Source: an optimization exercise on an open RTL-to-GDS flow (aim: small area, a short achievable clock period and few clock cycles per item). Production flows keep margins and buffers that such runs may drop.
In this exercise RTL edits were held to simulation tests only and were not proved equivalent to the original.
No activity file was given, so power comes from the tool's default toggle rates.

==> config.mk <==
export PLATFORM = sky130hd
export DESIGN_NAME = uartty_core
export DESIGN_NICKNAME = uartty_core
export VERILOG_FILES = /design/flow/design.v
export SDC_FILE = /design/flow/constraint.sdc
export NUM_CORES = 4
export LEC_CHECK = 0
export CAP_MARGIN = 20
export CORE_MARGIN = 2
export CORE_UTILIZATION = 50
export CTS_CLUSTER_DIAMETER = 100
export CTS_CLUSTER_SIZE = 30
export SETUP_SLACK_MARGIN = 5.0
export SLEW_MARGIN = 20
==> constraint.sdc <==
create_clock -name core_clock -period 8.0 [get_ports {clk}]
set_input_delay 1.6000 -clock core_clock [delete_from_list [all_inputs] [get_ports {clk}]]
set_output_delay 1.6000 -clock core_clock [all_outputs]
set_load 0.01 [all_outputs]
==> design.v <==
module uartty_core (
    input  wire        clk,
    input  wire        rst,
    input  wire [13:0] cfg_flags,
    input  wire [7:0]  cfg_erase_code,
    input  wire [7:0]  cfg_kill_code,
    input  wire [7:0]  cfg_werase_code,
    input  wire        ev_valid,
    input  wire [2:0]  ev_kind,
    input  wire [7:0]  ev_data,
    output wire        ev_ready,
    output wire        rsp_valid,
    output wire [1:0]  rsp_code,
    output wire [7:0]  rsp_data,
    output wire        rsp_txie,
    output wire        rsp_rd_ready,
    output wire        rsp_tx_full
);
    localparam [7:0] C_XON   = 8'h11;
    localparam [7:0] C_XOFF  = 8'h13;
    localparam [7:0] C_CR    = 8'h0D;
    localparam [7:0] C_NL    = 8'h0A;
    localparam [7:0] C_BS    = 8'h08;
    localparam [7:0] C_SP    = 8'h20;
    localparam [7:0] C_BEL   = 8'h07;
    localparam [7:0] C_CARET = 8'h5E;
    localparam [1:0] RES_OK    = 2'd0;
    localparam [1:0] RES_BYTE  = 2'd1;
    localparam [1:0] RES_FULL  = 2'd2;
    localparam [1:0] RES_EMPTY = 2'd3;
    reg  [13:0] cfg_q;
    always @(posedge clk) cfg_q <= cfg_flags;
    wire cfg_canonical = cfg_q[0];
    wire cfg_echo      = cfg_q[1];
    wire cfg_echoe     = cfg_q[2];
    wire cfg_echok     = cfg_q[3];
    wire cfg_echoctl   = cfg_q[4];
    wire cfg_echonl    = cfg_q[5];
    wire cfg_icrnl     = cfg_flags[6];
    wire cfg_inlcr     = cfg_flags[7];
    wire cfg_igncr     = cfg_flags[8];
    wire cfg_istrip    = cfg_flags[9];
    wire cfg_ocrnl     = cfg_q[10];
    wire cfg_onlcr     = cfg_q[11];
    wire cfg_flow      = cfg_flags[12];
    wire cfg_bell      = cfg_q[13];
    function is_ctl(input [7:0] c);
        is_ctl = (c < 8'h20) || (c == 8'h7F);
    endfunction
    reg [7:0] rx_mem [0:127];
    reg [6:0] rx_head, rx_tail;
    reg [6:0] rx_cnt;          
    reg [7:0] rx_hd;           
    reg [7:0] lc_byte;         
    wire      lc_sp  = lc_byte == C_SP;
    wire      lc_wt2 = cfg_echoctl && is_ctl(lc_byte);
    reg [6:0] pl_start;        
    reg [7:0] pl_w;            
    reg [6:0] sp_cnt;          
    reg [7:0] tx_mem [0:63];
    reg [5:0] tx_head, tx_tail;
    reg [5:0] tx_cnt;          
    reg [7:0] tx_hd;           
    reg [7:0] backlog;         
    reg [1:0] es;              
    reg       txie, halt, plf;
    reg       a_valid;
    reg       a_rx, a_txrdy, a_rd, a_wr;
    reg [7:0] a_byte;          
    reg       a_xoff, a_xon, a_ign;
    reg       a_eqe, a_eqk, a_eqw;    
    reg       a_nl, a_sp, a_ctl;
    localparam [1:0] B_EXEC  = 2'd0;   
    localparam [1:0] B_ECHO2 = 2'd1;   
    localparam [1:0] B_WER1  = 2'd2;   
    localparam [1:0] B_WER2  = 2'd3;   
    reg [1:0] bs;
    reg [7:0] b_byte;          
    reg       b_echo, b_caret, b_any;
    reg       rdy;             
    reg       r_valid;
    reg [1:0] r_code;
    reg [7:0] r_data;
    reg       r_txie, r_rdr, r_txf;
    assign ev_ready     = rdy;
    assign rsp_valid    = r_valid;
    assign rsp_code     = r_code;
    assign rsp_data     = r_data;
    assign rsp_txie     = r_txie;
    assign rsp_rd_ready = r_rdr;
    assign rsp_tx_full  = r_txf;
    wire [7:0] in_b1   = cfg_istrip ? {1'b0, ev_data[6:0]} : ev_data;
    wire       in_b1cr = in_b1 == C_CR;
    wire       in_b1nl = in_b1 == C_NL;
    wire       map_nl  = cfg_icrnl && in_b1cr;              
    wire       map_cr  = !map_nl && cfg_inlcr && in_b1nl;   
    wire [7:0] in_b    = map_nl ? C_NL : map_cr ? C_CR : in_b1;
    wire       in_xoff = cfg_flow && ev_data == C_XOFF;
    wire       in_xon  = cfg_flow && ev_data == C_XON;
    function eq_b(input [7:0] code);
        eq_b = map_nl ? (code == C_NL) : map_cr ? (code == C_CR) : (in_b1 == code);
    endfunction
    wire b_busy = bs != B_EXEC;
    wire b_exec = !b_busy && a_valid;
    wire plain   = !a_xoff && !a_xon && !a_ign;
    wire a_erase = cfg_canonical && plain && a_eqe;
    wire a_kill  = cfg_canonical && plain && !a_eqe && a_eqk;
    wire a_wer   = cfg_canonical && plain && !a_eqe && !a_eqk && a_eqw;
    wire a_ins   = a_rx && plain && !(cfg_canonical && (a_eqe || a_eqk || a_eqw));
    wire a_echo  = a_nl ? (cfg_echo || cfg_echonl) : cfg_echo;
    wire a_caret = !a_nl && cfg_echo && cfg_echoctl && a_ctl;
    wire a_wt2   = cfg_echoctl && a_ctl;
    wire a_need2 = cfg_canonical && !a_nl;
    wire [6:0] rx_tail_m1 = rx_tail - 7'd1;
    wire [6:0] rx_tail_p1 = rx_tail + 7'd1;
    wire [6:0] rx_head_p1 = rx_head + 7'd1;
    reg        rx_empty;       
    reg        rx_le125;       
    reg        rx_ne127;       
    reg        pl_empty;       
    reg        sp_nz;          
    reg        tx_full;        
    reg        tx_full2;       
    reg        tx_empty;       
    reg        rd_ready;       
    wire       admit      = a_need2 ? rx_le125 : rx_ne127;
    reg  [6:0] rx_raddr;
    wire [7:0] rx_rdata = rx_mem[rx_raddr];
    wire [5:0] tx_tail_p1 = tx_tail + 6'd1;
    wire [5:0] tx_head_p1 = tx_head + 6'd1;
    reg  [5:0] tx_raddr;       
    wire [7:0] tx_rdata   = tx_mem[tx_raddr];
    wire [7:0] enq_byte = (bs == B_ECHO2)   ? (b_byte ^ 8'h40) :
                          bs[1]             ? (b_caret ? C_CARET : b_byte) :
                          (a_ins && !admit) ? C_BEL :
                          (a_rx && a_caret) ? C_CARET : a_byte;
    reg  [6:0] n_head, n_tail, n_pl_start, n_sp_cnt, n_rx_cnt;
    reg  [6:0] n_head_p1, n_tail_m2;
    reg  [7:0] n_pl_w, n_backlog;
    reg  [1:0] n_es, n_bs;
    reg        n_txie, n_halt, n_plf;
    reg  [5:0] n_tx_head;
    reg        f_ins;          
    reg        f_ret;          
    reg        f_line;         
    reg        f_rd;           
    reg        f_deq;          
    reg        enq;            
    reg        done;           
    reg  [1:0] n_code;
    reg  [7:0] n_data;
    reg  [7:0] n_b_byte;
    reg        n_b_echo, n_b_caret, n_b_any;
    task retract_one(input flag);
        begin
            f_ret = 1'b1;
            n_tail = rx_tail_m1;
            n_tail_m2 = rx_tail - 7'd3;
            n_rx_cnt = rx_cnt - 7'd1;
            n_pl_w = lc_wt2 ? pl_w - 8'd2 : pl_w - 8'd1;
            if (lc_sp) n_sp_cnt = sp_cnt - 7'd1;
            if (flag) begin
                n_backlog = lc_wt2 ? backlog + 8'd2 : backlog + 8'd1;
                n_txie = 1'b1;
            end
        end
    endtask
    task retract_line(input flag);
        begin
            f_line = 1'b1;
            n_tail = pl_start;
            n_tail_m2 = pl_start - 7'd2;
            n_rx_cnt = pl_start - rx_head;
            n_pl_w = 8'd0;
            n_sp_cnt = 7'd0;
            if (flag && !pl_empty) begin
                n_backlog = backlog + pl_w;
                n_txie = 1'b1;
            end
        end
    endtask
    task echo_a;
        begin
            if (a_echo) begin
                enq = 1'b1;
                if (a_caret) begin
                    n_bs = B_ECHO2;
                    done = 1'b0;
                end
            end
        end
    endtask
    always @(*) begin
        n_head = rx_head;
        n_tail = rx_tail;
        n_head_p1 = rx_head_p1;
        n_tail_m2 = rx_tail - 7'd2;
        n_rx_cnt = rx_cnt;
        f_ins = 1'b0;
        f_ret = 1'b0;
        f_line = 1'b0;
        f_rd = 1'b0;
        f_deq = 1'b0;
        n_pl_start = pl_start;
        n_sp_cnt = sp_cnt;
        n_pl_w = pl_w;
        n_backlog = backlog;
        n_es = es;
        n_bs = bs;
        n_txie = txie;
        n_halt = halt;
        n_plf = plf;
        n_tx_head = tx_head;
        enq = 1'b0;
        done = 1'b0;
        n_code = RES_OK;
        n_data = 8'd0;
        n_b_byte = b_byte;
        n_b_echo = b_echo;
        n_b_caret = b_caret;
        n_b_any = b_any;
        case (bs)
        B_EXEC: if (a_valid) begin
            done = 1'b1;
            n_b_byte = a_byte;
            n_b_echo = a_echo;
            n_b_caret = a_caret;
            n_b_any = 1'b0;
            if (a_rx) begin
                if (a_xoff) begin
                    n_halt = 1'b1;
                    n_txie = 1'b0;
                end else if (a_xon) begin
                    n_halt = 1'b0;
                    n_txie = 1'b1;
                end else if (a_erase) begin
                    if (!pl_empty) begin
                        retract_one(cfg_echoe);
                        if (!cfg_echoe) echo_a;
                    end
                end else if (a_kill) begin
                    retract_line(cfg_echok);
                    if (!cfg_echok && !pl_empty) echo_a;
                end else if (a_wer) begin
                    if (!sp_nz) begin
                        retract_line(cfg_echoe);
                        if (!cfg_echoe && !pl_empty) echo_a;
                    end else begin
                        done = 1'b0;
                        n_bs = lc_sp ? B_WER1 : B_WER2;
                        retract_one(cfg_echoe);
                        n_b_any = 1'b1;
                    end
                end else if (a_ins) begin
                    if (admit) begin
                        f_ins = 1'b1;
                        n_tail = rx_tail_p1;
                        n_tail_m2 = rx_tail_m1;
                        n_rx_cnt = rx_cnt + 7'd1;
                        if (cfg_canonical && a_nl) begin
                            n_pl_start = rx_tail_p1;
                            n_pl_w = 8'd0;
                            n_sp_cnt = 7'd0;
                        end else begin
                            n_pl_w = a_wt2 ? pl_w + 8'd2 : pl_w + 8'd1;
                            if (a_sp) n_sp_cnt = sp_cnt + 7'd1;
                        end
                        echo_a;
                    end else if (cfg_bell) begin
                        enq = 1'b1;
                    end
                end
            end else if (a_txrdy) begin
                if (halt) begin
                    n_txie = 1'b0;
                end else if (plf) begin
                    n_plf = 1'b0;
                    n_code = RES_BYTE;
                    n_data = C_NL;
                end else if (es == 2'd0 && backlog != 8'd0) begin
                    n_backlog = backlog - 8'd1;
                    n_es = 2'd2;
                    n_code = RES_BYTE;
                    n_data = C_BS;
                end else if (es == 2'd2) begin
                    n_es = 2'd3;
                    n_code = RES_BYTE;
                    n_data = C_SP;
                end else if (es == 2'd3) begin
                    n_es = 2'd0;
                    n_code = RES_BYTE;
                    n_data = C_BS;
                end else if (!tx_empty) begin
                    n_tx_head = tx_head_p1;
                    f_deq = 1'b1;
                    n_code = RES_BYTE;
                    if (cfg_ocrnl && tx_hd == C_CR) begin
                        n_data = C_NL;
                    end else if (cfg_onlcr && tx_hd == C_NL) begin
                        n_data = C_CR;
                        n_plf = 1'b1;
                    end else begin
                        n_data = tx_hd;
                    end
                end else begin
                    n_txie = 1'b0;
                end
            end else if (a_rd) begin
                if (rd_ready) begin
                    f_rd = 1'b1;
                    n_head = rx_head_p1;
                    n_head_p1 = rx_head + 7'd2;
                    n_rx_cnt = rx_cnt - 7'd1;
                    n_code = RES_BYTE;
                    n_data = rx_hd;
                end else begin
                    n_code = RES_EMPTY;
                end
            end else if (a_wr) begin
                enq = 1'b1;
                n_code = tx_full ? RES_FULL : RES_OK;
            end
        end
        B_ECHO2: begin
            enq = 1'b1;
            done = 1'b1;
            n_bs = B_EXEC;
        end
        default: begin    
            if (!sp_nz) begin
                retract_line(cfg_echoe);
                n_b_any = b_any || !pl_empty;
                done = 1'b1;
            end else if (bs == B_WER1 || !lc_sp) begin
                retract_one(cfg_echoe);
                n_b_any = 1'b1;
                if (!lc_sp) n_bs = B_WER2;
            end else begin
                done = 1'b1;
            end
            if (done) begin
                n_bs = B_EXEC;
                if (!cfg_echoe && n_b_any && b_echo) begin
                    enq = 1'b1;
                    if (b_caret) begin
                        n_bs = B_ECHO2;
                        done = 1'b0;
                    end
                end
            end
        end
        endcase
        if (enq) n_txie = 1'b1;
    end
    wire       tx_we     = enq && !tx_full;
    wire [5:0] n_tx_tail = tx_we ? tx_tail_p1 : tx_tail;
    wire [5:0] n_tx_cnt  = tx_we ? tx_cnt + 6'd1 : f_deq ? tx_cnt - 6'd1 : tx_cnt;
    wire       n_tx_full = tx_we ? tx_full2 : (tx_full && !f_deq);
    wire       rd_more   = cfg_canonical ? (rx_head_p1 != pl_start) : (rx_cnt != 7'd1);
    wire       n_rdr     = (f_ins && (a_nl || !cfg_canonical)) || (f_rd ? rd_more : rd_ready);
    wire [6:0] line_cnt  = pl_start - rx_head;
    wire       f_dec     = f_ret || f_rd;
    wire       n_rx_empty = f_ins ? 1'b0 : f_dec ? (rx_cnt == 7'd1) :
                            f_line ? (line_cnt == 7'd0) : rx_empty;
    wire       n_rx_le125 = f_ins ? (rx_cnt <= 7'd124) : f_dec ? rx_ne127 :
                            f_line ? (line_cnt <= 7'd125) : rx_le125;
    wire       n_rx_ne127 = f_ins ? (rx_cnt != 7'd126) : f_dec ? 1'b1 :
                            f_line ? (line_cnt != 7'd127) : rx_ne127;
    wire       n_pl_empty = f_ins ? (cfg_canonical && a_nl) :
                            f_ret ? (rx_tail_m1 == pl_start) : f_line ? 1'b1 : pl_empty;
    wire       n_sp_nz    = f_ins ? (a_sp || (sp_nz && !(cfg_canonical && a_nl))) :
                            f_ret ? (lc_sp ? (sp_cnt != 7'd1) : sp_nz) :
                            f_line ? 1'b0 : sp_nz;
    wire       n_tx_full2 = tx_we ? (tx_cnt == 6'd61) : f_deq ? tx_full : tx_full2;
    wire       n_tx_empty = tx_we ? 1'b0 : f_deq ? (tx_cnt == 6'd1) : tx_empty;
    wire       n_a_valid = rdy ? ev_valid : a_valid;
    wire       n_a_rd    = rdy ? (ev_kind == 3'd3) : a_rd;
    wire       n_rdy     = !n_a_valid || n_bs == B_EXEC;
    wire       n_sel_rd  = n_a_valid && n_a_rd && n_bs == B_EXEC;
    always @(posedge clk) begin
        rx_mem[rx_tail] <= a_byte;
        tx_mem[tx_tail] <= enq_byte;
    end
    always @(posedge clk) begin
        if (rx_empty)
            rx_hd <= a_byte;
        else if (f_rd)
            rx_hd <= rx_rdata;
        if (f_ins)
            lc_byte <= a_byte;
        else if (f_ret)
            lc_byte <= rx_rdata;
        if (tx_empty)
            tx_hd <= enq_byte;
        else if (f_deq)
            tx_hd <= tx_rdata;
    end
    always @(posedge clk) begin
        if (rst) begin
            a_valid  <= 1'b0;
            rdy      <= 1'b1;
            bs       <= B_EXEC;
            r_valid  <= 1'b0;
            rx_head  <= 7'd0;
            rx_tail  <= 7'd0;
            rx_cnt   <= 7'd0;
            tx_cnt   <= 6'd0;
            pl_start <= 7'd0;
            pl_w     <= 8'd0;
            sp_cnt   <= 7'd0;
            tx_head  <= 6'd0;
            tx_tail  <= 6'd0;
            rx_empty <= 1'b1;
            rx_le125 <= 1'b1;
            rx_ne127 <= 1'b1;
            pl_empty <= 1'b1;
            sp_nz    <= 1'b0;
            tx_full  <= 1'b0;
            tx_full2 <= 1'b0;
            tx_empty <= 1'b1;
            rd_ready <= 1'b0;
            tx_raddr <= 6'd1;
            rx_raddr <= 7'd126;
            backlog  <= 8'd0;
            es       <= 2'd0;
            txie     <= 1'b0;
            halt     <= 1'b0;
            plf      <= 1'b0;
        end else begin
            a_valid  <= n_a_valid;
            rdy      <= n_rdy;
            bs       <= n_bs;
            r_valid  <= done;
            rx_head  <= n_head;
            rx_tail  <= n_tail;
            rx_cnt   <= n_rx_cnt;
            tx_cnt   <= n_tx_cnt;
            pl_start <= n_pl_start;
            pl_w     <= n_pl_w;
            sp_cnt   <= n_sp_cnt;
            tx_head  <= n_tx_head;
            tx_tail  <= n_tx_tail;
            rx_empty <= n_rx_empty;
            rx_le125 <= n_rx_le125;
            rx_ne127 <= n_rx_ne127;
            pl_empty <= n_pl_empty;
            sp_nz    <= n_sp_nz;
            tx_full  <= n_tx_full;
            tx_full2 <= n_tx_full2;
            tx_empty <= n_tx_empty;
            rd_ready <= n_rdr;
            tx_raddr <= f_deq ? tx_head + 6'd2 : tx_head_p1;
            rx_raddr <= n_sel_rd ? n_head_p1 : n_tail_m2;
            backlog  <= n_backlog;
            es       <= n_es;
            txie     <= n_txie;
            halt     <= n_halt;
            plf      <= n_plf;
        end
    end
    always @(posedge clk) begin
        if (rdy) begin
            a_rx     <= ev_kind == 3'd1;
            a_txrdy  <= ev_kind == 3'd2;
            a_rd     <= ev_kind == 3'd3;
            a_wr     <= ev_kind == 3'd4;
            a_byte   <= (ev_kind == 3'd1) ? in_b : ev_data;
            a_xoff   <= in_xoff;
            a_xon    <= !in_xoff && in_xon;
            a_ign    <= cfg_igncr && in_b1cr;
            a_eqe    <= eq_b(cfg_erase_code) || eq_b(C_BS);
            a_eqk    <= eq_b(cfg_kill_code);
            a_eqw    <= eq_b(cfg_werase_code);
            a_nl     <= map_nl || (!map_cr && in_b1nl);
            a_sp     <= in_b1 == C_SP;
            a_ctl    <= is_ctl(in_b1);    
        end
        b_byte  <= n_b_byte;
        b_echo  <= n_b_echo;
        b_caret <= n_b_caret;
        b_any   <= n_b_any;
        r_code  <= n_code;
        r_data  <= n_data;
        r_txie  <= n_txie;
        r_rdr   <= n_rdr;
        r_txf   <= n_tx_full;
    end
endmodule
==> run.sh <==
#!/bin/bash
# synth_recipe.tcl (not shown) runs the flow's synth.tcl, then flattens the netlist and writes it again
# the make line also repeats each setting of config.mk as NAME=value (left out here)
make -C /OpenROAD-flow-scripts/flow DESIGN_CONFIG=/design/flow/config.mk WORK_HOME=/design/flow/orfs CLKGATE_MAP_FILE= SYNTH_SCRIPT=/design/flow/synth_recipe.tcl finish
==> results of run 1 <==
==> critical path: stages (launching register included) <==
cell     delay [ns]
dfxtp_1        0.77
nand2_1        0.49
nor2_2         0.54
a22oi_1        0.26
a41oi_1        0.56
nor4_4         0.09
a21oi_1        0.17
==> registers in the layout, summed over array words and instances (netlist names), 7 cells and up, named ones only <==
name      count
lc_byte       8
b_byte        8
backlog       8
rx_tail       7
a_byte        8
rx_mem     1024
sp_cnt        7
pl_w          8
r_data        8
rx_head       7
cfg_q         9
rx_cnt        7
tx_mem      512
pl_start      7
rx_hd         8
tx_hd         8
==> metal layers <==
| metal | GRT usage | wire length, um | share of wire | vias up |
|---|---|---|---|---|
| li1 | - | - | - | 16860 |
| met1 | 0.3517 | 77330 | 0.43 | 20430 |
| met2 | 0.3907 | 86960 | 0.49 | 1308 |
| met3 | 0.03333 | 10220 | 0.057 | 213 |
| met4 | 0.06358 | 4355 | 0.024 | 0 |
| met5 | 0 | 0 | 0 | - |
==> logic make-up (layout without fill, tap and decap cells) <==
| logic type | count (synthesis) | in the layout | synth area share |
|---|---|---|---|
| adders and majority gates | 50 | 50 | 0.008946 |
| and+or+nand+nor | 826 | 827 | 0.05408 |
| muxes | 494 | 494 | 0.1378 |
| AOI/OAI and AO/OA | 658 | 659 | 0.06544 |
| buffers and inverters | 316 | 370 | 0.01784 |
| xor gates and xnor gates | 115 | 115 | 0.01407 |
| DFF | 1715 | 1715 | 0.7019 |
==> what timing repair did <==
item,CTS,global route
pin swaps,4,18
endpoints found under the setup margin,421,422
cloned,12,2
resized for setup,117,78
buffers inserted,33,24
==> layout make-up <==
class	count	area [um2]	share of cell area
well taps	1890	2365	0.03028
clock inverters	13	202.7	0.002596
inverters	61	229.0	0.002932
clock buffers	92	1908	0.02443
flip-flops and latches	1715	50300	0.6441
multi-input cells	2145	20820	0.2666
repair buffers	204	2270	0.02906
==> power by group <==
group	internal, mW	switching [mW]	total (mW)
clock network	1.78	2.75	4.53
registers	9.83	0.0290	9.85
logic	0.156	0.349	0.505
==> synth_stat cells, types with 20 or more instances <==
| cell type | n |
|---|---|
| nand2b_1 | 23 |
| mux2_2 | 52 |
| clkbuf_1 | 167 |
| a21oi_1 | 126 |
| o221ai_1 | 43 |
| nand2_1 | 158 |
| mux4_2 | 388 |
| dfxtp_1 | 124 |
| nor2_1 | 360 |
| buf_1 | 26 |
| buf_2 | 58 |
| a221oi_1 | 52 |
| ha_1 | 48 |
| nand3_1 | 55 |
| a41oi_1 | 20 |
| inv_1 | 60 |
| nor3_1 | 52 |
| a22o_1 | 41 |
| o22ai_1 | 29 |
| xnor2_1 | 60 |
| mux2i_1 | 53 |
| a31oi_1 | 51 |
| a211oi_1 | 36 |
| edfxtp_1 | 1591 |
| nor4_1 | 35 |
| a22oi_1 | 43 |
| o21ai_0 | 90 |
| nor2b_1 | 22 |
| xor2_1 | 55 |
==> per-stage QoR <==
step	util	hold WS (ns)
final	0.5502	0.5226
after detailed placement	0.5235	0.5004
after floorplan	-	0.4081
after global placement	0.5235	0.4955
after CTS	0.5463	0.5204
after global routing	0.5502	0.5530
==> cell usage in the layout (no fill, tap or decap), types with 51 or more instances in the layout <==
cell type and instances:
a21oi_1 122, nor2_1 321, dfxtp_1 105, clkbuf_16 74, mux2i_1 53, nand3_1 51, mux2_2 51, buf_4 99
nand2_1 155, o21ai_0 87, xnor2_1 58, edfxtp_1 1591, xor2_1 55, inv_1 60, mux4_2 388
==> worst max path at each step <==
stage,from,slack (ns),end,depth (start not counted)
detailed placement,register,3.84,rx_hd[4],7
floorplan,a_byte[3],3.71,tx_mem[0][3],2
global route,rx_tail[0],4.91,pl_empty,9
global placement,register,3.90,lc_byte[4],7
finish,register,4.97,lc_byte[2],6
CTS,register,4.94,lc_byte[2],7
==> metrics.yaml, run 1 <==
status:
  status: "timing/DRC/antenna clean"
clock_tree:
  clk-insertion-delay-late_ns: 0.73
  cts-htree-levels: 3
  path_clk_slew_ns: 0.12
  clk_root_buffer_cell: "clkbuf_16"
  clock_path_buffers: 3
  cts_buffers: 70
  tritoncts: "built"
  cts.sinks: 1715
  hold_buffers: 0
critical_path:
  critical_path.max_fanout: 12
  required_ns: 8.58
  cp.arrival_ns: 3.61
  reg2reg_to: "lc_byte[2]"
  crit_path_start_kind: "register"
  r2r_cells: 6
  r2r_setup_slack_ns: 4.97
  critical_path_class: "reg -> reg"
  endpoint_kind: "register"
sta:
  max-slew-margin-rel: 0.2715
  fin_ws_ns: 4.967
  report.final.slew_viol_count: 0
  hold_viol_final: 0
  worst_pin_slew_ns: 1.093
  fin_skew_ns: 0.05135
  setup_tns_ns: 0
  fmax_mhz: 329.7
  setup_viol: 0
  min_period_ns: 3.033
  rsz0062_at_grt: "yes"
  period_share: 0.3791
synth:
  ys_types: 96
  async_flop_share: 0
  ys_warn_count: 1
  ys.flop_type: "edfxtp_1"
  synth_area_per_cell_um2: 17.16
  syn_nets: 4276
  synth_top_area_share: 0.6672
  netlist_top_cells_area: "edfxtp_1 67%, mux4_2 12%, dfxtp_1 3.5%"
  ys_ff_latch: 1715
  netlist_area_mm2: 0.07161
  synth-edff-count: 1591
  synth_seq_area_share: 0.7019
  synth_cells: 4174
  yosysTopAreaCell: "edfxtp_1"
placement:
  port_buffers: 66
  post-place-ws_ns: 3.835
  gp_congestion: 0.8958
  hpwl_um: 108500
  place_inst: 5944
  placed_area_mm2: 0.07431
route:
  drt-initial-drc-count: 4105
  antenna_left: 0
  dr_total_vias: 38810
  wl_per_cell_um: 29.22
  routed_wl_um: 178900
  viasPerCell: 6.341
  dr.pass1.iters: 6
  drc: 0
finish:
  n_antenna_cell: 0
  fillers: 11090
  finalInstanceArea_mm2: 0.07809
  fin_cells: 6120
  final_nets: 4299
  area_delta_synth_final_pct: 9.056
  drive_gt1_frac: 0.2031
floorplanning:
  die_x_um: 382.4
  ioPinCount: 67
  core-area_mm2: 0.1419
  row_count: 138
  die_y_um: 382.4
  start_util: 0.5045
  dieArea_mm2: 0.1463
pwr:
  max-vdd-ir-drop_v: 0.0001679
  total_power_mw: 14.89
  p_per_area_mw_per_mm2: 190.6
  p_leak_nw: 24.28
flow_run:
  cap_violations: 0
global_routing:
  antenna_found_initial: 3
  grt_pass1_wl_um: 262800
  grt_start_max_net_pins: 102
  grt_usage: 0.2428
  grt_overflow: 0
  grt_pass1_vias: 37810
hold_path:
  worstHoldStart: "sp_cnt[6]"
  min_path_type: "reg -> reg"
  holdPathStages: 2
  min_to: "sp_cnt[6]"
Testbench counts, summed over its fixed seeds: cycles 24,270, events 24,000.
==> run 2, diff against run 1 <==
--- a/config.mk
+++ b/config.mk
@@ -7,8 +7,9 @@
 export LEC_CHECK = 0
 export CAP_MARGIN = 20
 export CORE_MARGIN = 2
-export CORE_UTILIZATION = 50
+export CORE_UTILIZATION = 60
 export CTS_CLUSTER_DIAMETER = 100
 export CTS_CLUSTER_SIZE = 30
+export PLACE_DENSITY = 0.75
 export SETUP_SLACK_MARGIN = 5.0
 export SLEW_MARGIN = 20
==> metrics.yaml, run 2 <==
clock_tree:
  cts-htree-levels: 3  # unchanged
  clock_path_buffers: 3  # unchanged
  tritoncts: "built"
  hold_buffers: 0  # unchanged
  cts.sinks: 1715  # unchanged
  cts_buffers: 68  # -2.9%
  clk-insertion-delay-late_ns: 0.72  # about the same
  clk_root_buffer_cell: "clkbuf_16"
  path_clk_slew_ns: 0.11  # about the same
finish:
  final_common_cell: "edfxtp_1"
  finalInstanceArea_mm2: 0.07768  # -0.53%
  final_nets: 4308  # +0.21%
  area_delta_synth_final_pct: 8.483
  drive_gt1_frac: 0.2017  # -0.001418
  seq_area_mm2: 0.05029  # about the same
  multi_input_area_mm2: 0.02084  # about the same
  top_register: "rx_mem"
  final_cell_mix: "1591 x edfxtp_1, 388 x mux4_2, 341 x nor2_1"
  fillers: 7733  # -30%
  fin_cells: 5767  # -5.8%
  top_regs: "rx_mem x1024, tx_mem x512, cfg_q x9"
  final_core_util: 0.6570  # +0.1068
  largest_reg_flops: 1024  # unchanged
sta:
  hold_viol_final: 0  # unchanged
  period_share: 0.4023  # +0.02323
  setup_viol: 0  # unchanged
  fin_skew_ns: 0.05599  # +0.004644 ns
  report.final.slew_viol_count: 0  # unchanged
  worst_pin_slew_ns: 1.168  # +0.07526 ns
  max-slew-margin-rel: 0.2194  # -0.05206
  fmax_mhz: 310.7  # -5.8%
  fin_ws_ns: 4.781  # -0.1859 ns
  setup_tns_ns: 0  # unchanged
  rsz0062_at_grt: "yes"
  min_period_ns: 3.219  # +0.1859 ns
pwr:
  power.switching_mw: 3.001  # -4.1%
  pwr-share-clk: 0.291  # -0.013
  p_leak_nw: 24.29  # about the same
  power.internal_mw: 11.62  # -1.2%
  max-vdd-ir-drop_v: 0.0002077  # +24%
  pwr-share-seq: 0.674  # +0.012
  switching_share: 0.2052  # -0.004808
  power_frac_comb: 0.035  # about the same
  p_per_area_mw_per_mm2: 188.2  # -1.3%
route:
  viasPerCell: 6.941  # +9.5%
  routed_wl_um: 175100  # -2.1%
  drc: 0  # unchanged
  dr.pass1.iters: 9  # +3
  dr_total_vias: 40030  # +3.2%
  drt-initial-drc-count: 5509  # +34%
  antenna_left: 0  # unchanged
  wl_per_cell_um: 30.36  # +3.9%
critical_path:
  critical_path.max_fanout: 14  # +2
  required_ns: 8.30  # -0.28 ns
  crit_start: "rx_tail[5]"
  r2r_start: "rx_tail[5]"
  reg2reg_to: "rx_mem[104][7]"
  critical_path_class: "reg -> reg"
  endpoint_kind: "register"
  r2r_setup_slack_ns: 4.78  # -0.19 ns
  crit_path_start_kind: "register"
  r2r_cells: 3  # -3
  cp.arrival_ns: 3.52  # -0.09 ns
synth:
  netlist_top_cells_area: "edfxtp_1 67%, mux4_2 12%, dfxtp_1 3.5%"
  ys_warn_count: 1  # unchanged
  synth_area_per_cell_um2: 17.16  # unchanged
  synth_mux_area_frac: 0.1378  # unchanged
  netlist_area_mm2: 0.07161  # unchanged
  async_flop_share: 0  # unchanged
  synth-edff-count: 1591  # unchanged
  ys_types: 96  # unchanged
  ys_ff_latch: 1715  # unchanged
  synth_commonest_cells: "1591 x edfxtp_1, 388 x mux4_2, 360 x nor2_1"
  synth_compound_area_frac: 0.06544  # unchanged
  yosysTopAreaCell: "edfxtp_1"
  synth_seq_area_share: 0.7019  # unchanged
  ys.flop_type: "edfxtp_1"
  synth_xor_area_frac: 0.01407  # unchanged
  syn_nets: 4276  # unchanged
  synth_cells: 4174  # unchanged
  synth_top_family_by_area: "multiplexers"
  yosys.cell_count.top_type: "edfxtp_1"
  synth_top_area_share: 0.6672  # unchanged
  synth_fa_ha_area_frac: 0.008946  # unchanged
  yosys.area_share.simple: 0.05408  # unchanged
global_routing:
  grt_overflow: 0  # unchanged
  grt_start_max_net_pins: 104  # +2.0%
  grt_usage: 0.2801  # +0.03729
  grt_pass1_wl_um: 252600  # -3.8%
  antenna_found_initial: 2  # -1
  grt_pass1_vias: 38290  # +1.3%
floorplanning:
  dieArea_mm2: 0.1221  # -16%
  row_count: 126  # -8.7%
  ioPinCount: 67  # unchanged
  start_util: 0.6056  # +0.1011
  die_y_um: 349.5  # -8.6%
  core-area_mm2: 0.1182  # -17%
  die_x_um: 349.5  # -8.6%
placement:
  post-place-ws_ns: 3.579  # -0.2560 ns
  port_buffers: 66  # unchanged
  hpwl_um: 103400  # -4.7%
  place_inst: 5579  # -6.1%
  placed_area_mm2: 0.07375  # -0.75%
  gp_congestion: 0.9331  # +4.2%
hold_path:
  min_to: "sp_cnt[6]"
  holdPathStages: 2  # unchanged
  worstHoldStart: "sp_cnt[6]"
  min_path_type: "reg -> reg"
flow_run:
  cap_violations: 0  # unchanged
status:
  status: "timing/DRC/antenna clean"
run 2: changes by cell type in the layout (fill, tap and decap cells not counted), moves of 4 or more:
| cell | before | now |
|---|---|---|
| nand2_1 | 155 | 151 |
| buf_4 | 99 | 95 |
| bufbuf_16 | 6 | 2 |
| a22oi_2 | 10 | 6 |
| nor2_1 | 321 | 341 |
| nor2_2 | 40 | 19 |
| a22oi_1 | 33 | 37 |
| clkinvlp_4 | 0 | 4 |
| buf_12 | 7 | 15 |
run 2: power by group through the flow:
| stage | combinational (mW) | clock (mW) | sequential (mW) |
|---|---|---|---|
| 2_1_floorplan | 0.221 | 0 | 10.1 |
| 3_3_place_gp | 0.434 | 0 | 10.1 |
| 3_5_place_dp | 0.448 | 0 | 10.1 |
| 4_1_cts | 0.478 | 4.28 | 9.85 |
| 5_1_grt | 0.539 | 4.55 | 9.86 |
| 6_report | 0.509 | 4.25 | 9.86 |
run 2: worst max path at each step:
stage	to	slack (ns)	cells after the start
after global placement	rx_hd[0]	3.69	6
after global routing	rx_mem[108][1]	4.81	3
after detailed placement	rx_hd[2]	3.58	6
final	rx_mem[104][7]	4.78	3
after floorplan	tx_mem[0][3]	3.71	2
after CTS	rx_mem[94][2]	4.89	3
run 2: cells by family after synthesis:
family / after synthesis
AOI/OAI and AO/OA: 658
xor gates and xnor gates: 115
adders and majority gates: 50
buffers and inverters: 316
DFF: 1715
muxes: 494
and+or+nand+nor: 826
run 2: repair_timing:
item	4_1_cts	5_1_grt
gates cloned	10	8
setup buffers	37	37
pin swaps	10	24
endpoints found under the setup margin	463	372
resized for setup	111	97
run 2: critical path, stage by stage (launching register included):
cell     delay [ns]
dfxtp_1        0.95
nor2b_1        0.46
nand3_1        0.47
nor2_1         0.93
run 2: final cells by class:
class                           count  area share
Tap cell                         1536     0.02474
Multi-Input combinational cell   2145      0.2682
Antenna cell                        1  0.00003221
Clock buffer                       84     0.02295
Timing Repair Buffer              215     0.03207
Clock inverter                     10    0.001578
Inverter                           61    0.003044
Sequential cell                  1715      0.6474
run 2: metal layers:
metal	GRT usage	vias to the layer above	routed length, um
li1	-	16860	-
met4	0.09747	2	6128
met2	0.4465	2224	84950
met3	0.04178	323	15550
met1	0.4016	20620	68450
met5	0	-	7
run 2: per-stage QoR:
stage / hold WS, ns / power, mW
5_1_grt: 0.5646 / 14.94
4_1_cts: 0.5298 / 14.61
3_5_place_dp: 0.5134 / 10.51
6_report: 0.5388 / 14.62
2_1_floorplan: 0.4081 / 10.31
3_3_place_gp: 0.4905 / 10.50
==> run 3, diff against run 2 <==
--- a/config.mk
+++ b/config.mk
@@ -10,6 +10,5 @@
 export CORE_UTILIZATION = 60
 export CTS_CLUSTER_DIAMETER = 100
 export CTS_CLUSTER_SIZE = 30
-export PLACE_DENSITY = 0.75
 export SETUP_SLACK_MARGIN = 5.0
 export SLEW_MARGIN = 20
==> metrics.yaml, run 3 <==
clock_tree:
  cts-htree-levels: 3  # unchanged
  clk_root_buffer_cell: "clkbuf_16"
  path_clk_slew_ns: 0.12  # about the same
  clock_path_buffers: 3  # unchanged
  cts_buffers: 69  # +1.5%
  cts.sinks: 1715  # unchanged
  tritoncts: "built"
  hold_buffers: 0  # unchanged
  clk-insertion-delay-late_ns: 0.70  # -0.02 ns
synth:
  synth_area_per_cell_um2: 17.16  # unchanged
  netlist_area_mm2: 0.07161  # unchanged
  synth_compound_area_frac: 0.06544  # unchanged
  yosys.area_share.simple: 0.05408  # unchanged
  synth_xor_area_frac: 0.01407  # unchanged
  synth_cells: 4174  # unchanged
  syn_nets: 4276  # unchanged
  netlist_top_cells_area: "edfxtp_1 67%, mux4_2 12%, dfxtp_1 3.5%"
  ys_ff_latch: 1715  # unchanged
  ys_warn_count: 1  # unchanged
  synth_top_family_by_area: "multiplexers"
  yosys.cell_count.top_type: "edfxtp_1"
  synth_mux_area_frac: 0.1378  # unchanged
  synth-edff-count: 1591  # unchanged
  synth_seq_area_share: 0.7019  # unchanged
  synth_commonest_cells: "1591 x edfxtp_1, 388 x mux4_2, 360 x nor2_1"
  yosysTopAreaCell: "edfxtp_1"
  synth_top_area_share: 0.6672  # unchanged
  ys.flop_type: "edfxtp_1"
  synth_fa_ha_area_frac: 0.008946  # unchanged
  async_flop_share: 0  # unchanged
  ys_types: 96  # unchanged
finish:
  largest_reg_flops: 1024  # unchanged
  final_common_cell: "edfxtp_1"
  finalInstanceArea_mm2: 0.07749  # -0.24%
  top_regs: "rx_mem x1024, tx_mem x512, cfg_q x9"
  final_cell_mix: "1591 x edfxtp_1, 388 x mux4_2, 349 x nor2_1"
  top_register: "rx_mem"
  final_nets: 4297  # -0.26%
  fillers: 8056  # +4.2%
  drive_gt1_frac: 0.1955  # -0.006121
  area_delta_synth_final_pct: 8.219
critical_path:
  crit_path_start_kind: "register"
  critical_path.max_fanout: 9  # -5
  cp.arrival_ns: 3.62  # +0.10 ns
  endpoint_kind: "register"
  critical_path_class: "reg -> reg"
  required_ns: 8.60  # +0.30 ns
route:
  routed_wl_um: 180900  # +3.3%
  drt-initial-drc-count: 5256  # -4.6%
  drc: 0  # unchanged
  dr_total_vias: 39980  # -0.12%
  wl_per_cell_um: 31.49  # +3.7%
  dr.pass1.iters: 8  # -1
  antenna_left: 0  # unchanged
  viasPerCell: 6.958  # +0.25%
sta:
  fin_skew_ns: 0.03481  # -0.02118 ns
  hold_viol_final: 0  # unchanged
  period_share: 0.3776  # -0.02468
  setup_tns_ns: 0  # unchanged
  max-slew-margin-rel: 0.2359  # +0.01643
  rsz0062_at_grt: "yes"
  report.final.slew_viol_count: 0  # unchanged
  fmax_mhz: 331.0  # +6.5%
  hold_slack_ns: 0.5059  # -0.03298 ns
  worst_pin_slew_ns: 1.145  # -0.02308 ns
  fin_ws_ns: 4.979  # +0.1975 ns
  setup_viol: 0  # unchanged
  min_period_ns: 3.021  # -0.1975 ns
global_routing:
  grt_start_max_net_pins: 95  # -8.7%
  antenna_found_initial: 4  # +2
  grt_overflow: 0  # unchanged
  grt_pass1_vias: 39240  # +2.5%
  grt_pass1_wl_um: 264600  # +4.7%
  grt_usage: 0.2956  # +0.01555
placement:
  post-place-ws_ns: 3.792  # +0.2129 ns
  hpwl_um: 111100  # +7.4%
  port_buffers: 66  # unchanged
  gp_congestion: 0.9515  # +2.0%
  placed_area_mm2: 0.07383  # +0.11%
floorplanning:
  die_y_um: 349.5  # unchanged
  row_count: 126  # unchanged
  dieArea_mm2: 0.1221  # unchanged
  start_util: 0.6056  # unchanged
  core-area_mm2: 0.1182  # unchanged
  ioPinCount: 67  # unchanged
  die_x_um: 349.5  # unchanged
pwr:
  p_per_area_mw_per_mm2: 189.5  # +0.69%
  p_leak_nw: 24.21  # -0.34%
  max-vdd-ir-drop_v: 0.0002602  # +25%
hold_path:
  min_path_type: "reg -> reg"
flow_run:
  cap_violations: 0  # unchanged
status:
  status: "timing/DRC/antenna clean"
## run 3: cell families (layout without fill, tap and decap cells)
| family | Yosys count | in the layout |
|---|---|---|
| simple gates | 826 | 827 |
| flops | 1715 | 1715 |
| fa+ha+maj | 50 | 50 |
| mux | 494 | 494 |
| xor+xnor | 115 | 115 |
| other cells | 0 | 1 |
| buf+inv | 316 | 350 |
| compound gates | 658 | 658 |
## run 3: per-layer routing
metal | track usage | part of all wire
met5 | 0 | 0
met4 | 0.07811 | 0.026
met3 | 0.04598 | 0.085
met2 | 0.4672 | 0.48
met1 | 0.4375 | 0.41
## run 3: repair_timing
action,in CTS,in global routing
endpoints found under the hold margin,0,0
setup endpoints to repair,506,228
setup buffers,36,18
pin swaps,4,7
gates resized for setup,118,70
cloned,10,6
## run 3: per-stage QoR
| stage | util | power [mW] | std cells |
|---|---|---|---|
| floorplan | - | 10.31 | 4174 |
| global placement | 0.6244 | 10.50 | 5590 |
| detailed placement | 0.6244 | 10.52 | 5590 |
| CTS | 0.6500 | 14.74 | 5721 |
| global route | 0.6554 | 15.08 | 5745 |
| finish | 0.6554 | 14.69 | 5746 |
## run 3: report_power, final
group          internal, mW  total, mW  switching (mW)
Sequential             9.83       9.85          0.0282
Clock                  1.68       4.33            2.65
Combinational         0.156      0.506           0.349
Total                  11.7       14.7            3.02
## run 3: critical path, cell delays in order, from the launching register on
cell      delay [ns]
edfxtp_1        0.50
buf_4           0.20
nor4b_4         0.40
buf_4           0.19
nand2_1         0.32
o21ai_4         0.34
a21oi_4         0.16
nand2_1         0.20
mux2_2          0.37
o31ai_1         0.23
## run 3: area by class of cell
cell class              count  area [um2]  area share
repair buffers            204        2265     0.02922
clock inverters            10       182.7    0.002357
clock buffers              75        1780     0.02298
well taps                1536        1922     0.02480
multi-input cells        2144       20820      0.2687
diodes                      1       2.502  0.00003229
flip-flops and latches   1715       50290      0.6489
inverters                  61       232.7    0.003003
## run 3: path summary, 6_finish.rpt
path              slack (ns)          to  cells past startpoint        from
setup / recovery        4.98    rx_empty                      9      a_xoff
hold / removal          0.51  rx_tail[3]                      2  rx_tail[3]
setup reg to reg        4.98    rx_empty                      9      a_xoff
hold reg to reg         0.51  rx_tail[3]                      2  rx_tail[3]
==> run 4, diff against run 3 <==
--- a/config.mk
+++ b/config.mk
@@ -5,10 +5,10 @@
 export SDC_FILE = /design/flow/constraint.sdc
 export NUM_CORES = 4
 export LEC_CHECK = 0
-export CAP_MARGIN = 20
+export CAP_MARGIN = 0
 export CORE_MARGIN = 2
 export CORE_UTILIZATION = 60
 export CTS_CLUSTER_DIAMETER = 100
 export CTS_CLUSTER_SIZE = 30
 export SETUP_SLACK_MARGIN = 5.0
-export SLEW_MARGIN = 20
+export SLEW_MARGIN = 0
==> metrics.yaml, run 4 <==
synth:
  synth_seq_area_share: 0.7019  # unchanged
  yosys.area_share.simple: 0.05408  # unchanged
  synth_top_family_by_area: "multiplexers"
  synth_mux_area_frac: 0.1378  # unchanged
  synth_area_per_cell_um2: 17.16  # unchanged
  async_flop_share: 0  # unchanged
  ys_warn_count: 1  # unchanged
  synth-edff-count: 1591  # unchanged
  synth_compound_area_frac: 0.06544  # unchanged
  synth_fa_ha_area_frac: 0.008946  # unchanged
  synth_xor_area_frac: 0.01407  # unchanged
  netlist_top_cells_area: "edfxtp_1 67%, mux4_2 12%, dfxtp_1 3.5%"
  netlist_area_mm2: 0.07161  # unchanged
  yosysTopAreaCell: "edfxtp_1"
  synth_top_area_share: 0.6672  # unchanged
  yosys.cell_count.top_type: "edfxtp_1"
  ys_types: 96  # unchanged
  ys.flop_type: "edfxtp_1"
  ys_ff_latch: 1715  # unchanged
  synth_commonest_cells: "1591 x edfxtp_1, 388 x mux4_2, 360 x nor2_1"
  synth_cells: 4174  # unchanged
  syn_nets: 4276  # unchanged
finish:
  final_nets: 4297  # unchanged
  drive_gt1_frac: 0.1955  # unchanged
  final_cell_mix: "1591 x edfxtp_1, 388 x mux4_2, 349 x nor2_1"
  seq_area_mm2: 0.05029  # unchanged
  area_delta_synth_final_pct: 8.219  # unchanged
  final_common_cell: "edfxtp_1"
  fillers: 8056  # unchanged
  finalInstanceArea_mm2: 0.07749  # unchanged
  top_regs: "rx_mem x1024, tx_mem x512, cfg_q x9"
  largest_reg_flops: 1024  # unchanged
  multi_input_area_mm2: 0.02082  # unchanged
  top_register: "rx_mem"
critical_path:
  critical-path-max-stage-delay_ns: 0.50  # about the same
  critical_path.max_fanout: 9  # unchanged
  endpoint_kind: "register"
  critical_path_class: "reg -> reg"
  r2r_cells: 9  # unchanged
  required_ns: 8.60  # about the same
  crit_chain: "buf_4 > nor4b_4 > buf_4 > nand2_1 > o21ai_4 > a21oi_4 > nand2_1 > mux2_2 > o31ai_1"
  cp_slowest_cell: "edfxtp_1"
  crit_path_start_kind: "register"
  cp.arrival_ns: 3.62  # about the same
sta:
  period_share: 0.3776  # unchanged
  max-slew-margin-rel: 0.2359  # unchanged
  fmax_mhz: 331.0  # unchanged
  hold_viol_final: 0  # unchanged
  min_period_ns: 3.021  # unchanged
  fin_skew_ns: 0.03481  # unchanged
  report.final.slew_viol_count: 0  # unchanged
  rsz0062_at_grt: "yes"
  hold_slack_ns: 0.5059  # unchanged
  setup_viol: 0  # unchanged
  setup_tns_ns: 0  # unchanged
  worst_pin_slew_ns: 1.145  # unchanged
pwr:
  max-vdd-ir-drop_v: 0.0002602  # unchanged
  switching_share: 0.2058  # unchanged
  p_per_area_mw_per_mm2: 189.5  # unchanged
  pwr-share-seq: 0.671  # about the same
  power_frac_comb: 0.034  # about the same
  power.internal_mw: 11.66  # unchanged
  power.switching_mw: 3.023  # unchanged
  pwr-share-clk: 0.295  # about the same
  p_leak_nw: 24.21  # unchanged
clock_tree:
  clock_path_buffers: 3  # unchanged
  tritoncts: "built"
  hold_buffers: 0  # unchanged
  clk-insertion-delay-late_ns: 0.70  # about the same
  cts_buffers: 69  # unchanged
  cts-htree-levels: 3  # unchanged
  path_clk_slew_ns: 0.12  # about the same
  clk_root_buffer_cell: "clkbuf_16"
  cts.sinks: 1715  # unchanged
status:
  status: "timing/DRC/antenna clean"
floorplanning:
  start_util: 0.6056  # unchanged
  dieArea_mm2: 0.1221  # unchanged
  core-area_mm2: 0.1182  # unchanged
  die_x_um: 349.5  # unchanged
  ioPinCount: 67  # unchanged
  row_count: 126  # unchanged
  die_y_um: 349.5  # unchanged
global_routing:
  grt_start_max_net_pins: 95  # unchanged
  grt_overflow: 0  # unchanged
  grt_pass1_wl_um: 264600  # unchanged
  antenna_found_initial: 4  # unchanged
  grt_pass1_vias: 39240  # unchanged
  grt_usage: 0.2956  # unchanged
hold_path:
  min_path_type: "reg -> reg"
  holdPathStages: 2  # unchanged
route:
  dr_total_vias: 39980  # unchanged
  antenna_left: 0  # unchanged
  drt-initial-drc-count: 5256  # unchanged
  drc: 0  # unchanged
  dr.pass1.iters: 8  # unchanged
  routed_wl_um: 180900  # unchanged
  viasPerCell: 6.958  # unchanged
  wl_per_cell_um: 31.49  # unchanged
placement:
  gp_congestion: 0.9515  # unchanged
  port_buffers: 66  # unchanged
  placed_area_mm2: 0.07383  # unchanged
  hpwl_um: 111100  # unchanged
flow_run:
  cap_violations: 0  # unchanged
## run 4: cell counts after synthesis
Identical to the previous run, type by type.
## run 4: per-stage QoR
step,util,setup slack (ns),cells,power (mW)
floorplan,-,3.709,4174,10.31
global placement,0.6244,3.774,5590,10.50
detailed placement,0.6244,3.792,5590,10.52
CTS,0.6500,4.877,5721,14.74
global route,0.6554,4.873,5745,15.08
finish,0.6554,4.979,5746,14.69
## run 4: cells by family after synthesis
group	Yosys count
XOR/XNOR	115
adder cells (fa/ha/maj)	50
buffers and inverters	316
AO/OA/AOI/OAI	658
multiplexers	494
flip-flops	1715
AND/OR/NAND/NOR	826
## run 4: cell type report
type / instances / share of cell area
clock inverters: 10 / 0.002357
clock buffers: 75 / 0.02298
inverters: 61 / 0.003003
multi-input cells: 2144 / 0.2687
flip-flops and latches: 1715 / 0.6489
repair buffers: 204 / 0.02922
well taps: 1536 / 0.02480
diodes: 1 / 0.00003229
## run 4: per-layer routing
layer | routed length (um) | track usage
met1 | 74490 | 0.4375
met2 | 86330 | 0.4672
met3 | 15390 | 0.04598
met4 | 4712 | 0.07811
met5 | 0 | 0
## run 4: path summary, 6_finish.rpt
kind,start,to,slack (ns)
max,a_xoff,rx_empty,4.98
min,rx_tail[3],rx_tail[3],0.51
max reg2reg,a_xoff,rx_empty,4.98
min reg2reg,rx_tail[3],rx_tail[3],0.51
## run 4: critical path: cells and delay by family (launching register included)
family | cells | cell delay, ns
multiplexers | 1 | 0.37
AND/OR/NAND/NOR | 3 | 0.92
AO/OA/AOI/OAI | 3 | 0.73
flip-flops | 1 | 0.50
buffers and inverters | 2 | 0.39
## run 4: power groups by stage
stage                     Combinational (mW)  Clock, mW  Sequential [mW]
after global routing                   0.538       4.69             9.86
after floorplan                        0.221          0             10.1
after global placement                 0.439          0             10.1
after CTS                              0.489       4.40             9.85
after detailed placement               0.458          0             10.1
final                                  0.506       4.33             9.85
## run 4: timing repair
item	CTS	global route
gates resized for setup	118	70
endpoints found under the setup margin	506	228
buffers inserted	36	18
pin swaps	4	7
gates cloned	10	6

## what the ideal ports hide
The flow's constraints put no driver on any port. The routed layouts listed below were extracted and timed again, unchanged, in two steps.
Step 1, drivers: a clkbuf_16 drives clk and a buf_2 each remaining input, both assumed.
Step 2 times the ports against the registers' clock, not the clock port: input delays grow and output delays shrink by t, the midpoint of the rising clock arrivals with the driver on.
Three values: no drivers, after step 1, after step 2; two values: the first two.
| run | t, ns | setup slack, ns | pins driven straight from the clock port |
|---|---|---|---|
| run 1 | 0.778 | 4.967 / 4.967 / 4.326 | 1 |
| run 2 | 0.760 | 4.781 / 4.781 / 4.376 | 1 |
| run 3 | 0.764 | 4.979 / 4.979 / 4.420 | 1 |
| run 4 | 0.764 | 4.979 / 4.979 / 4.420 | 1 |
After both steps every run listed still meets setup and hold. The setup slack of run 1, which loses most, moves by 0.000 ns with the drivers and by -0.641 ns with both steps.
